This is an optimization exercise on Yosys and OpenROAD, whose aim is small area, not a production implementation.
Only simulation tests tie the RTL to the original design; equivalence was not proved.
Power and IR drop assume default switching activity.

==> flow/design.v <==
module jtag_pdi_sniffer (
    input  wire       clk,
    input  wire       rst,         
    input  wire       smp_valid,   
    input  wire       tms,
    input  wire       tdi,
    input  wire       tdo,
    output wire       out_valid,
    output wire [7:0] out_data,
    output reg        pdi_err
);
    localparam [3:0] S_RESET      = 4'hF,
                     S_IDLE       = 4'hC,
                     S_SELECT_DR  = 4'h7,
                     S_CAPTURE_DR = 4'h6,
                     S_SHIFT_DR   = 4'h2,
                     S_EXIT1_DR   = 4'h1,
                     S_PAUSE_DR   = 4'h3,
                     S_EXIT2_DR   = 4'h0,
                     S_UPDATE_DR  = 4'h5,
                     S_SELECT_IR  = 4'h4,
                     S_CAPTURE_IR = 4'hE,
                     S_SHIFT_IR   = 4'hA,
                     S_EXIT1_IR   = 4'h9,
                     S_PAUSE_IR   = 4'hB,
                     S_EXIT2_IR   = 4'h8,
                     S_UPDATE_IR  = 4'hD;
    localparam [1:0] K_END  = 2'd0,    
                     K_NEXT = 2'd1,    
                     K_REP  = 2'd2,    
                     K_CAP  = 2'd3;    
    reg [3:0] tap;
    reg       ir_rst;      
    reg [3:0] irs;
    reg [31:0] dri;
    reg [9:0]  dro;        
    reg [3:0] tap_next;
    always @(*) begin
        case (tap)
            S_RESET:      tap_next = tms ? S_RESET     : S_IDLE;
            S_IDLE:       tap_next = tms ? S_SELECT_DR : S_IDLE;
            S_SELECT_DR:  tap_next = tms ? S_SELECT_IR : S_CAPTURE_DR;
            S_CAPTURE_DR: tap_next = tms ? S_EXIT1_DR  : S_SHIFT_DR;
            S_SHIFT_DR:   tap_next = tms ? S_EXIT1_DR  : S_SHIFT_DR;
            S_EXIT1_DR:   tap_next = tms ? S_UPDATE_DR : S_PAUSE_DR;
            S_PAUSE_DR:   tap_next = tms ? S_EXIT2_DR  : S_PAUSE_DR;
            S_EXIT2_DR:   tap_next = tms ? S_UPDATE_DR : S_SHIFT_DR;
            S_UPDATE_DR:  tap_next = tms ? S_SELECT_DR : S_IDLE;
            S_SELECT_IR:  tap_next = tms ? S_RESET     : S_CAPTURE_IR;
            S_CAPTURE_IR: tap_next = tms ? S_EXIT1_IR  : S_SHIFT_IR;
            S_SHIFT_IR:   tap_next = tms ? S_EXIT1_IR  : S_SHIFT_IR;
            S_EXIT1_IR:   tap_next = tms ? S_UPDATE_IR : S_PAUSE_IR;
            S_PAUSE_IR:   tap_next = tms ? S_EXIT2_IR  : S_PAUSE_IR;
            S_EXIT2_IR:   tap_next = tms ? S_UPDATE_IR : S_SHIFT_IR;
            default:      tap_next = tms ? S_SELECT_DR : S_IDLE;  
        endcase
    end
    always @(posedge clk) begin
        if (rst) begin
            tap    <= S_RESET;
            ir_rst <= 1'b1;
            irs    <= 4'h0;
            dri    <= 32'h0;
            dro    <= 10'h0;
        end else if (smp_valid) begin
            tap <= tap_next;
            if (tap == S_RESET)     ir_rst <= 1'b1;
            if (tap == S_UPDATE_IR) ir_rst <= 1'b0;
            if (tap == S_SHIFT_IR)  irs <= {tdi, irs[3:1]};
            if (tap == S_SHIFT_DR) begin
                dri <= {tdi, dri[31:1]};
                dro <= {tdo, dro[9:1]};
            end
        end
    end
    wire is_id  = ir_rst | (irs == 4'h3);
    wire is_pdi = !ir_rst && (irs == 4'h7);
    wire commit = smp_valid && (tap == S_UPDATE_DR) && (is_id || is_pdi);
    reg [6:1] e;
    always @(posedge clk) begin
        if (rst) e <= 6'd0;
        else     e <= {e[5:1], commit};
    end
    reg        idle;
    reg        dir;        
    reg [1:0]  kind;
    reg [1:0]  m;          
    reg [1:0]  arg;        
    reg        dir2;       
    reg [31:0] rep;
    reg [23:0] acc;
    wire       wr    = idle | dir;
    wire [8:0] frame = wr ? dri[30:22] : dro[8:0];
    wire       bad   = ^frame;
    wire [7:0] b     = frame[7:0];
    wire       upd   = e[2] & is_pdi;
    wire       data  = upd & !bad & !idle;
    wire       last  = (m == 2'd0);
    reg [1:0] ph;
    reg       mstep;       
    reg       mld;         
    reg       spend;       
    reg       repz;
    wire rep_zero = repz | (rep == 32'd0);
    wire rep_step = data & last & (kind == K_REP) & !rep_zero;
    wire rep_ld   = data & last & (kind == K_CAP);
    wire z2 = (rep[23:16] == 8'd0);
    wire z1 = (rep[15:8]  == 8'd0);
    wire z0 = (rep[7:0]   == 8'd0);
    wire bw = mstep &
              ((ph == 2'd3) | (z2 & ((ph == 2'd2) | (z1 & ((ph == 2'd1) | z0)))));
    reg [8:0] bc;          
    reg [7:0] hd;
    integer k;
    always @(*) begin
        bc[0] = bw;
        for (k = 0; k < 8; k = k + 1) begin
            hd[k]   = rep[24+k] ^ bc[k];
            bc[k+1] = bc[k] & !rep[24+k];
        end
    end
    wire [7:0] x = (rep_ld | mld) ? acc[23:16] : hd;
    always @(posedge clk) rep <= {rep[23:0], x};
    always @(posedge clk) begin
        if (rst) begin
            ph    <= 2'd0;
            mstep <= 1'b0;
            mld   <= 1'b0;
            spend <= 1'b0;
        end else if (rep_ld) begin
            ph  <= 2'd1;
            mld <= 1'b1;
        end else begin
            ph <= ph + 2'd1;
            if (ph == 2'd3) begin
                mstep <= spend | rep_step;
                mld   <= 1'b0;
                spend <= 1'b0;
            end else if (rep_step) begin
                spend <= 1'b1;
            end
        end
    end
    always @(posedge clk) begin
        if (rst | (upd & bad & !idle & (kind == K_REP))) repz <= 1'b1;
        else if (rep_ld)                                  repz <= 1'b0;
    end
    always @(posedge clk) begin
        if (upd | mld) acc <= (upd & idle) ? 24'd0 : {acc[15:0], b};
    end
    wire [3:0] op = b[7:4];
    always @(posedge clk) begin
        if (rst)
            idle <= 1'b1;
        else if (upd)
            idle <= bad | (idle ? (op == 4'hF)
                                : last & (kind != K_NEXT) & ((kind != K_REP) | rep_zero));
    end
    always @(posedge clk) begin
        if (upd) begin
            if (idle) begin
                arg  <= (op == 4'h7) ? 2'd3 : b[1:0];
                dir2 <= b[5];
                case (op)
                    4'h0, 4'h2: begin dir <= 1'b1; kind <= K_NEXT; m <= b[3:2]; end  
                    4'h7:       begin dir <= 1'b1; kind <= K_NEXT; m <= 2'd3;   end  
                    4'h1:       begin dir <= 1'b0; kind <= K_REP;  m <= b[1:0]; end  
                    4'h3:       begin dir <= 1'b1; kind <= K_REP;  m <= b[1:0]; end  
                    4'h5:       begin dir <= 1'b1; kind <= K_CAP;  m <= b[1:0]; end  
                    4'h6:       begin dir <= 1'b1; kind <= K_END;  m <= 2'd0;   end  
                    default:    begin dir <= 1'b0; kind <= K_END;  m <= 2'd0;   end
                endcase
            end else if (!last) begin
                m <= m - 2'd1;
            end else if (kind == K_NEXT) begin
                kind <= K_END;
                dir  <= dir2;
                m    <= arg;
            end else begin
                m <= arg;
            end
        end
    end
    wire pdi_ok = !idle && !bad;    
    assign out_valid = (e[1] & (is_id | pdi_ok)) | (e[2] & !is_id & pdi_ok) |
                       ((e[3] | e[4] | e[5] | e[6]) & is_id);
    always @(*) pdi_err = e[1] & !is_id & bad;
    assign out_data = ({8{e[1]}} & {7'b0001000, !is_id}) |
                      ({8{e[2]}} & b) |
                      ({8{e[3]}} & dri[31:24]) |
                      ({8{e[4]}} & dri[23:16]) |
                      ({8{e[5]}} & dri[15:8]) |
                      ({8{e[6]}} & dri[7:0]);
endmodule
Settings: LEC_CHECK=0, ABC_AREA=0, CAP_MARGIN=20, CORE_MARGIN=2, CORE_UTILIZATION=40, CTS_BUF_LIST=sky130_fd_sc_hd__clkbuf_4, CTS_CLUSTER_DIAMETER=100, CTS_CLUSTER_SIZE=40, SLEW_MARGIN=20; clock period 10.0 ns.
standard.sh (not shown) runs the stock make flow with config.mk's settings and CLKGATE_MAP_FILE= SYNTH_SCRIPT=/design/flow/synth_recipe.tcl, a recipe that flattens the netlist after the stock synthesis.
==> flow/flow/run.sh <==
#!/bin/bash
# Standard layout, with two changes: clock tree synthesis without dummy
# loads (and clkbuf_4 buffers), and plain buf_1 cells as the port buffers.
set -euo pipefail
export CTS_ARGS="-sink_clustering_enable -repair_clock_nets -buf_list sky130_fd_sc_hd__clkbuf_4 -sink_clustering_size 40 -sink_clustering_max_diameter 100 -dont_use_dummy_load"
export BUFFER_PORTS_ARGS="-buffer_cell sky130_fd_sc_hd__buf_1"
bash standard.sh > standard.log 2>&1
Rerun with:
--- a/flow/design.v
+++ b/flow/design.v
@@ -96,57 +96,26 @@
     wire       upd   = e[2] & is_pdi;
     wire       data  = upd & !bad & !idle;
     wire       last  = (m == 2'd0);
-    reg [1:0] ph;
-    reg       mstep;       
-    reg       mld;         
-    reg       spend;       
-    reg       repz;
-    wire rep_zero = repz | (rep == 32'd0);
-    wire rep_step = data & last & (kind == K_REP) & !rep_zero;
-    wire rep_ld   = data & last & (kind == K_CAP);
-    wire z2 = (rep[23:16] == 8'd0);
-    wire z1 = (rep[15:8]  == 8'd0);
-    wire z0 = (rep[7:0]   == 8'd0);
-    wire bw = mstep &
-              ((ph == 2'd3) | (z2 & ((ph == 2'd2) | (z1 & ((ph == 2'd1) | z0)))));
-    reg [8:0] bc;          
-    reg [7:0] hd;
+    reg        repz;
+    wire       rep_step = data & last & (kind == K_REP);
+    wire       rep_ld   = data & last & (kind == K_CAP);
+    reg [32:0] rz;
     integer k;
     always @(*) begin
-        bc[0] = bw;
-        for (k = 0; k < 8; k = k + 1) begin
-            hd[k]   = rep[24+k] ^ bc[k];
-            bc[k+1] = bc[k] & !rep[24+k];
-        end
+        rz[0] = rep_step & !repz;
+        for (k = 0; k < 32; k = k + 1) rz[k+1] = rz[k] & !rep[k];
     end
-    wire [7:0] x = (rep_ld | mld) ? acc[23:16] : hd;
-    always @(posedge clk) rep <= {rep[23:0], x};
+    wire rep_zero = repz | rz[32];
     always @(posedge clk) begin
-        if (rst) begin
-            ph    <= 2'd0;
-            mstep <= 1'b0;
-            mld   <= 1'b0;
-            spend <= 1'b0;
-        end else if (rep_ld) begin
-            ph  <= 2'd1;
-            mld <= 1'b1;
-        end else begin
-            ph <= ph + 2'd1;
-            if (ph == 2'd3) begin
-                mstep <= spend | rep_step;
-                mld   <= 1'b0;
-                spend <= 1'b0;
-            end else if (rep_step) begin
-                spend <= 1'b1;
-            end
-        end
+        if (rep_ld) rep <= {acc, b};
+        else        rep <= rep ^ rz[31:0];
     end
     always @(posedge clk) begin
-        if (rst | (upd & bad & !idle & (kind == K_REP))) repz <= 1'b1;
-        else if (rep_ld)                                  repz <= 1'b0;
+        if (rst | (upd & bad & !idle & (kind == K_REP)) | rz[32]) repz <= 1'b1;
+        else if (rep_ld)                                           repz <= 1'b0;
     end
     always @(posedge clk) begin
-        if (upd | mld) acc <= (upd & idle) ? 24'd0 : {acc[15:0], b};
+        if (upd) acc <= idle ? 24'd0 : {acc[15:0], b};
     end
     wire [3:0] op = b[7:4];
     always @(posedge clk) begin
- first-iteration DRC count drops by 18%
- cell area climbs by 6.7%
- hold slack improved by 0.11 ns
- clock power hardly moves
- critical path depth climbs by 36

[separate check: timing with driven ports]
No port has a modelled driver above. Below, the same layouts with a new extraction and two added sets of constraints.
Step 1, drivers: a clkbuf_16 drives clk and a buf_2 each remaining input, both assumed.
Step 2, shift: input delay + t, output delay - t, t = (earliest + latest rising clock arrival at the registers) / 2. This alone moves slack from input paths to output paths.
Slacks: no drivers / after step 1 / after step 2; pairs: no drivers / after step 1.
run | shift t [ns] | setup WS [ns] | worst setup path at the end | latest minus earliest clock arrival (ns) | worst slew at a driven data input, ns
the first run | 0.533 | 4.166 / 4.135 / 4.668 | register to output | 0.062 / 0.063 | 0.03
the second run | 0.538 | 0.876 / 0.876 / 0.876 | register to register | 0.030 / 0.030 | 0.03
After both steps every run listed still meets setup and hold.
